Background: an optimization exercise with open tools, aiming at small area, a short achievable clock period and few clock cycles per item. Do not read the settings as production practice.
Where RTL was checked, it was by simulation tests only, not by an equivalence proof against the original.

// oblv_ks
module oblv_ks (
  input             clk,
  input             rst_n,
  input             cmd_valid,
  output            cmd_ready,
  input             cmd_op,        
  input      [15:0] cmd_len,
  input      [31:0] cmd_iv,
  input             din_valid,
  output            din_ready,
  input      [7:0]  din,
  output            dout_valid,
  input             dout_ready,
  output     [7:0]  dout,
  output     [31:0] iv_out
);
==> flow/config.mk <==
export PLATFORM = sky130hd
export DESIGN_NAME = oblv_ks
export DESIGN_NICKNAME = oblv_ks
export VERILOG_FILES = /design/flow/design.v
export SDC_FILE = /design/flow/constraint.sdc
export NUM_CORES = 4
export LEC_CHECK = 0
export CAP_MARGIN = 20
export CELL_PAD_IN_SITES_DETAIL_PLACEMENT = 1
export CELL_PAD_IN_SITES_GLOBAL_PLACEMENT = 2
export CORE_MARGIN = 2
export CORE_UTILIZATION = 25
export PLACE_DENSITY = 0.32
export SLEW_MARGIN = 20
==> flow/constraint.sdc <==
create_clock -name core_clock -period 9.0 [get_ports {clk}]
set_input_delay 1.8000 -clock core_clock [delete_from_list [all_inputs] [get_ports {clk}]]
set_output_delay 1.8000 -clock core_clock [all_outputs]
set_load 0.01 [all_outputs]
standard.sh (not shown) runs the stock make flow with config.mk's settings and CLKGATE_MAP_FILE= SYNTH_SCRIPT=/design/flow/synth_recipe.tcl, a recipe that flattens the netlist after the stock synthesis.
==> flow/flow/run.sh <==
#!/bin/bash
# The standard layout (standard.sh), with one change in synthesis: abc maps
# with flow/abc_nf.script. Registers and everything after synthesis are as
# in the standard flow.
set -euo pipefail
HERE=$(pwd)
cat flow/abc_wrap.tcl synth_recipe.tcl > my_synth.tcl
export MY_ABC_SCRIPT=$HERE/flow/abc_nf.script
sed "s#SYNTH_SCRIPT=[^ ]*#SYNTH_SCRIPT=$HERE/my_synth.tcl#" standard.sh > my_standard.sh
bash my_standard.sh "$@" > make_flow.log 2>&1
==> flow/flow/abc_nf.script <==
strash
&get -n
&fraig -x
&put
scorr
dc2
strash
&get -n
&dch -f
&nf
&put
buffer -c
topo
stime -c
upsize -c
dnsize -c
==> flow/flow/abc_wrap.tcl <==
# Put before synth_recipe.tcl: abc maps with flow/abc_nf.script (area-oriented
# &nf mapping) instead of the ORFS script; everything else is unchanged.
proc abc {args} {
  set i [lsearch -exact $args -script]
  if {$i >= 0} {
    set args [lreplace $args $i [expr {$i + 1}] -script $::env(MY_ABC_SCRIPT)]
  }
  yosys abc {*}$args
}
The starting point passed the timing, DRC and antenna checks.
Then changed:
- SETUP_SLACK_MARGIN: unset -> 4
The new run finished clean.
Setup slack improves by 1.6 ns.
Global-route usage rose by 1.9 points.
Routed wire length rises by a little under a tenth.
Sequential share of layout area shrinks by 6.4 points.
Design area is higher by well over a third.
Fmax grows by a quarter to a third.
Via count rose by roughly a tenth.
Hold slack degrades by 0.013 ns.
No functional check of the RTL was part of any run of this note.

* * *

Another version of the RTL of oblv_ks (not shown whole).
Size in the first run: ~5,000 cells after synthesis, ~400 flip-flops, roughly 110 I/O pins, roughly 46,000 µm² of cells after synthesis.
export LEC_CHECK = 0
export CAP_MARGIN = 20
export CELL_PAD_IN_SITES_DETAIL_PLACEMENT = 1
export CELL_PAD_IN_SITES_GLOBAL_PLACEMENT = 2
export CORE_MARGIN = 2
export CORE_UTILIZATION = 25
export PLACE_DENSITY = 0.32
export SLEW_MARGIN = 20
create_clock -name core_clock -period 9.0 [get_ports {clk}]
Scripts as last shown in full above: flow/flow/run.sh, flow/flow/abc_nf.script, flow/flow/abc_wrap.tcl
The first run went through all stages and came out clean.
Testbench counts at the start, summed over its fixed seeds: cycles 152,580, bytes 150,596.
Edit:
==> flow/flow/abc_nf.script (replaced) <==
strash
dc2
dc2
strash
&get -n
&dch -f
&nf -R 1000
&put
buffer -c
topo
stime -c
upsize -c
dnsize -c
CORE_UTILIZATION = 60   (was 25)
PLACE_DENSITY = 0.7   (was 0.32)
SETUP_SLACK_MARGIN = 3.0   (was default)
After rerunning:
- With this change the flow ended with an error in global placement without I/O (3_1_place_gp_skip_io) with GPL-0301
- area after synthesis falls by 8.5%
- synthesized cell count goes down by 0.96%
Edit:
CELL_PAD_IN_SITES_DETAIL_PLACEMENT = 0   (was 1)
CELL_PAD_IN_SITES_GLOBAL_PLACEMENT = 1   (was 2)
CORE_UTILIZATION = 50   (was 60)
PLACE_DENSITY = 0.62   (was 0.7)
SETUP_SLACK_MARGIN = 3.5   (was 3.0)
Result:
- With this change the flow produced a clean layout
- synthesized area stays the same
- synthesized cell count does not change
Edit:
CELL_PAD_IN_SITES_DETAIL_PLACEMENT = 1   (was 0)
CELL_PAD_IN_SITES_GLOBAL_PLACEMENT = 2   (was 1)
CORE_UTILIZATION = 45   (was 50)
PLACE_DENSITY = 0.55   (was 0.62)
Outcome: Synthesized area does not change. Routed wire length came out higher by about a fifth. Via count goes up by a few percent. Design area increases by a few percent.
Edit:
SETUP_SLACK_MARGIN = 2.5   (was 3.5)
- die area is unchanged
- register-to-register slack gets worse by 610 ps
- utilization falls by 6.3 points
- via count falls by a few percent
- hold slack barely changes
- wire length falls by a little under a tenth
- fmax falls by roughly a tenth
- design area falls by roughly a tenth
- global-route usage falls by 0.78 points
Edit:
==> flow/flow/abc_nf.script (replaced) <==
strash
&get -n
&fraig -x
&put
scorr
dc2
strash
&get -n
&dch -f
&nf
&put
buffer -c
topo
stime -c
upsize -c
dnsize -c
CORE_UTILIZATION = 25   (was 45)
PLACE_DENSITY = 0.32   (was 0.55)
SETUP_SLACK_MARGIN = 2.2   (was 2.5)
=> Final area increases by 14%. Global-route usage shrinks by 12 points. Count of clock-buffer cells in the layout came out lower by 1.

* * *

oblv_ks, a different RTL version from the one above (not shown whole).
For scale: about 4900 cells after synthesis, about 400 flip-flops, about 110 I/O pins, roughly 42000 um2 of cells after synthesis.
Design oblv_ks, start of the top module:
module oblv_ks (
  input             clk,
  input             rst_n,
  input             cmd_valid,
  output            cmd_ready,
  input             cmd_op,        
  input      [15:0] cmd_len,
  input      [31:0] cmd_iv,
  input             din_valid,
  output            din_ready,
  input      [7:0]  din,
  output            dout_valid,
  input             dout_ready,
  output     [7:0]  dout,
  output     [31:0] iv_out
);
==> flow/config.mk <==
export PLATFORM = sky130hd
export DESIGN_NAME = oblv_ks
export DESIGN_NICKNAME = oblv_ks
export VERILOG_FILES = /design/flow/design.v
export SDC_FILE = /design/flow/constraint.sdc
export NUM_CORES = 4
export LEC_CHECK = 0
export CAP_MARGIN = 20
export CELL_PAD_IN_SITES_DETAIL_PLACEMENT = 0
export CELL_PAD_IN_SITES_GLOBAL_PLACEMENT = 1
export CORE_MARGIN = 2
export CORE_UTILIZATION = 50
export PLACE_DENSITY = 0.62
export SETUP_SLACK_MARGIN = 4.0
export SLEW_MARGIN = 20
==> flow/constraint.sdc <==
create_clock -name core_clock -period 9.0 [get_ports {clk}]
set_input_delay 1.8000 -clock core_clock [delete_from_list [all_inputs] [get_ports {clk}]]
set_output_delay 1.8000 -clock core_clock [all_outputs]
set_load 0.01 [all_outputs]
==> flow/flow/abc_nf.script <==
strash
dc2
dc2
strash
&get -n
&dch -f
&nf -R 1000
&put
buffer -c
topo
stime -c
upsize -c
dnsize -c
Scripts as last shown in full above: flow/flow/run.sh, flow/flow/abc_wrap.tcl
Testbench counts at the start, summed over its fixed seeds: cycles 152,580, bytes 150,596.
==> next run, changes <==
==> flow/flow/abc_nf.script (replaced) <==
strash
dc2
dc2
strash
&get -n
&dch -x
&nf -R 1000
&put
buffer -c
topo
stime -c
upsize -c
dnsize -c
SETUP_SLACK_MARGIN = 3.5   (was 4.0)
Effect:
- worst hold slack stays flat
- die area went up by about 0.3%
- clock-buffer cell count went up by 10
- wire length went down by about 12%
- final cell count went down by about 6%
- register-to-register slack is better by 0.099 ns
- synthesized cell count went up by 1.3%
- non-clock buffer count went down by 462
==> next run, changes <==
CORE_UTILIZATION = 55   (was 50)
PLACE_DENSITY = 0.66   (was 0.62)
Result: Worst hold slack gets worse by 0.0033 ns. Die area drops by 9.0%. Design area drops by 0.73%. Synthesized cell count is unchanged. Register-to-register slack gains 0.04 ns.
==> next run, changes <==
CORE_UTILIZATION = 50   (was 55)
GPL_ROUTABILITY_DRIVEN = 0   (was unset)
PLACE_DENSITY = 0.62   (was 0.66)
SETUP_SLACK_MARGIN = 3.2   (was 3.5)
The new run passed the timing, DRC and antenna checks.
Core utilization decreases by 8.0 points.
Fmax shrinks by a few percent.
Wire length rose slightly.
Final cell count rises slightly.

* * *

oblv_ks again, from the RTL that the note above started with.
==> flow/design.v (excerpt) <==
module oblv_ks (
  input             clk,
  input             rst_n,
  input             cmd_valid,
  output            cmd_ready,
  input             cmd_op,        
  input      [15:0] cmd_len,
  input      [31:0] cmd_iv,
  input             din_valid,
  output            din_ready,
  input      [7:0]  din,
  output            dout_valid,
  input             dout_ready,
  output     [7:0]  dout,
  output     [31:0] iv_out
);
  localparam [31:0] SEED = 32'hc65053f2;    
  localparam [127:0] RK0  = 128'h000000b4000000060000000800000013;
  localparam [127:0] RK14 = 128'h51e54695cfdd3da03dcbb39a1f2a4614;
  function automatic [7:0] aes_sbox;
    input [7:0] a;
    reg U0, U1, U2, U3, U4, U5, U6, U7;
    reg T1, T2, T3, T4, T5, T6, T7, T8, T9, T10, T11, T12;
    reg T13, T14, T15, T16, T17, T18, T19, T20, T21, T22, T23, T24;
    reg T25, T26, T27, M1, M2, M3, M4, M5, M6, M7, M8, M9;
  ...
==> flow/config.mk <==
export PLATFORM = sky130hd
export DESIGN_NAME = oblv_ks
export DESIGN_NICKNAME = oblv_ks
export VERILOG_FILES = /design/flow/design.v
export SDC_FILE = /design/flow/constraint.sdc
export NUM_CORES = 4
export LEC_CHECK = 0
export CAP_MARGIN = 20
export CELL_PAD_IN_SITES_DETAIL_PLACEMENT = 0
export CELL_PAD_IN_SITES_GLOBAL_PLACEMENT = 1
export CORE_MARGIN = 2
export CORE_UTILIZATION = 50
export GPL_ROUTABILITY_DRIVEN = 0
export PLACE_DENSITY = 0.62
export SETUP_SLACK_MARGIN = 3.5
export SLEW_MARGIN = 20
==> flow/constraint.sdc <==
create_clock -name core_clock -period 9.0 [get_ports {clk}]
set_input_delay 1.8000 -clock core_clock [delete_from_list [all_inputs] [get_ports {clk}]]
set_output_delay 1.8000 -clock core_clock [all_outputs]
set_load 0.01 [all_outputs]
==> flow/flow/abc_nf.script <==
strash
dc2
dc2
strash
&get -n
&dch -f
&nf -R 1000
&put
buffer -c
topo
stime -c
upsize -c
dnsize -c
Scripts as last shown in full above: flow/flow/run.sh, flow/flow/abc_wrap.tcl
Testbench counts at the start, summed over its fixed seeds: cycles 152,580, bytes 150,596.
Edit:
GPL_ROUTABILITY_DRIVEN = unset   (was 0)
Result:
- global-route usage climbs by 1.2 points
- setup slack improves by 51 ps
- utilization goes up by 0.44 points

* * *

RTL: one of the versions met above, not the one the previous note started from.
For scale: roughly 4,900 cells after synthesis, ~400 flip-flops, ~42,000 um^2 of cells after synthesis.
Settings: LEC_CHECK=0, CAP_MARGIN=20, CELL_PAD_IN_SITES_DETAIL_PLACEMENT=1, CELL_PAD_IN_SITES_GLOBAL_PLACEMENT=2, CORE_MARGIN=2, CORE_UTILIZATION=25, PLACE_DENSITY=0.32, SLEW_MARGIN=20; clock period 9.0 ns.
Scripts as last shown in full above: flow/flow/run.sh, flow/flow/abc_nf.script, flow/flow/abc_wrap.tcl
The starting point finished clean.
Testbench counts at the start, summed over its fixed seeds: cycles 152,580, bytes 150,596.
Edit:
==> flow/config.mk (replaced) <==
export PLATFORM = sky130hd
export DESIGN_NAME = oblv_ks
export DESIGN_NICKNAME = oblv_ks
export VERILOG_FILES = /design/flow/design.v
export SDC_FILE = /design/flow/constraint.sdc
export NUM_CORES = 4
export LEC_CHECK = 0
export CAP_MARGIN = 20
export CELL_PAD_IN_SITES_DETAIL_PLACEMENT = 0
export CELL_PAD_IN_SITES_GLOBAL_PLACEMENT = 1
export CORE_MARGIN = 2
export CORE_UTILIZATION = 55
export PLACE_DENSITY = 0.65
export SETUP_SLACK_MARGIN = 3.0
export SLEW_MARGIN = 20
Global-route usage is higher by 17 points.
Final area stays flat.
Worst setup slack gets better by 0.91 ns.
Count of clock-buffer cells in the layout is lower by 17.
Die area is lower by about 54%.
Routed wire length is lower by 22%.
Worst hold slack gets better by 0.0061 ns.

[re-timing with driven ports]
The flow's constraints put no driver on any port. The routed layouts listed below were extracted and timed again, unchanged, in two steps.
Step 1: set_driving_cell puts a clkbuf_16 on clk and a buf_2 on each other input, an assumption about the parent block.
Step 2 times the ports against the registers' clock, not the clock port: input delays grow and output delays shrink by t, the midpoint of the rising clock arrivals with the driver on.
Slacks: ideal / step 1 / step 2; pairs: ideal / step 1.
run | t (ns) | setup WS [ns] | hold slack, ns | worst register clock-pin slew, ns | worst data-port slew with drivers (ns)
the first run of note 1 | 0.750 | 1.495 / 1.495 / 1.495 | 0.429 / 0.429 / 0.429 | 0.07 / 0.07 | 0.12
the second run of note 1 | 0.756 | 3.138 / 3.138 / 3.138 | 0.416 / 0.416 / 0.416 | 0.07 / 0.07 | 0.08
the first run of note 2 | 0.764 | 1.656 / 1.656 / 1.656 | 0.422 / 0.422 / 0.422 | 0.08 / 0.08 | 0.08
the third run of note 2 | 0.686 | 3.585 / 3.585 / 3.585 | 0.418 / 0.418 / 0.418 | 0.07 / 0.07 | 0.04
the fourth run of note 2 | 0.700 | 3.340 / 3.340 / 3.340 | 0.420 / 0.420 / 0.420 | 0.07 / 0.07 | 0.07
the fifth run of note 2 | 0.676 | 2.730 / 2.730 / 2.730 | 0.422 / 0.422 / 0.422 | 0.07 / 0.07 | 0.08
the sixth run of note 2 | 0.768 | 2.425 / 2.425 / 2.425 | 0.468 / 0.468 / 0.468 | 0.07 / 0.07 | 0.08
the first run of note 3 | 0.678 | 3.474 / 3.474 / 3.474 | 0.423 / 0.423 / 0.423 | 0.08 / 0.08 | 0.07
the second run of note 3 | 0.682 | 3.574 / 3.574 / 3.331 | 0.421 / 0.421 / 0.421 | 0.07 / 0.07 | 0.06
the third run of note 3 | 0.651 | 3.616 / 3.616 / 3.089 | 0.418 / 0.418 / 0.418 | 0.07 / 0.07 | 0.05
the fourth run of note 3 | 0.663 | 3.404 / 3.404 / 3.112 | 0.419 / 0.419 / 0.419 | 0.07 / 0.07 | 0.06
the first run of note 4 | 0.682 | 3.542 / 3.542 / 3.312 | 0.421 / 0.421 / 0.421 | 0.07 / 0.07 | 0.05
the second run of note 4 | 0.660 | 3.593 / 3.593 / 3.251 | 0.429 / 0.429 / 0.429 | 0.07 / 0.07 | 0.04
the first run of note 5 | 0.728 | 2.308 / 2.308 / 2.308 | 0.410 / 0.410 / 0.410 | 0.07 / 0.07 | 0.07
the second run of note 5 | 0.680 | 3.218 / 3.218 / 3.218 | 0.416 / 0.416 / 0.416 | 0.07 / 0.07 | 0.05
After both steps every run listed still meets setup and hold. The setup slack of the third run of note 3, which loses most, moves by 0.000 ns with the drivers and by -0.527 ns with both steps.
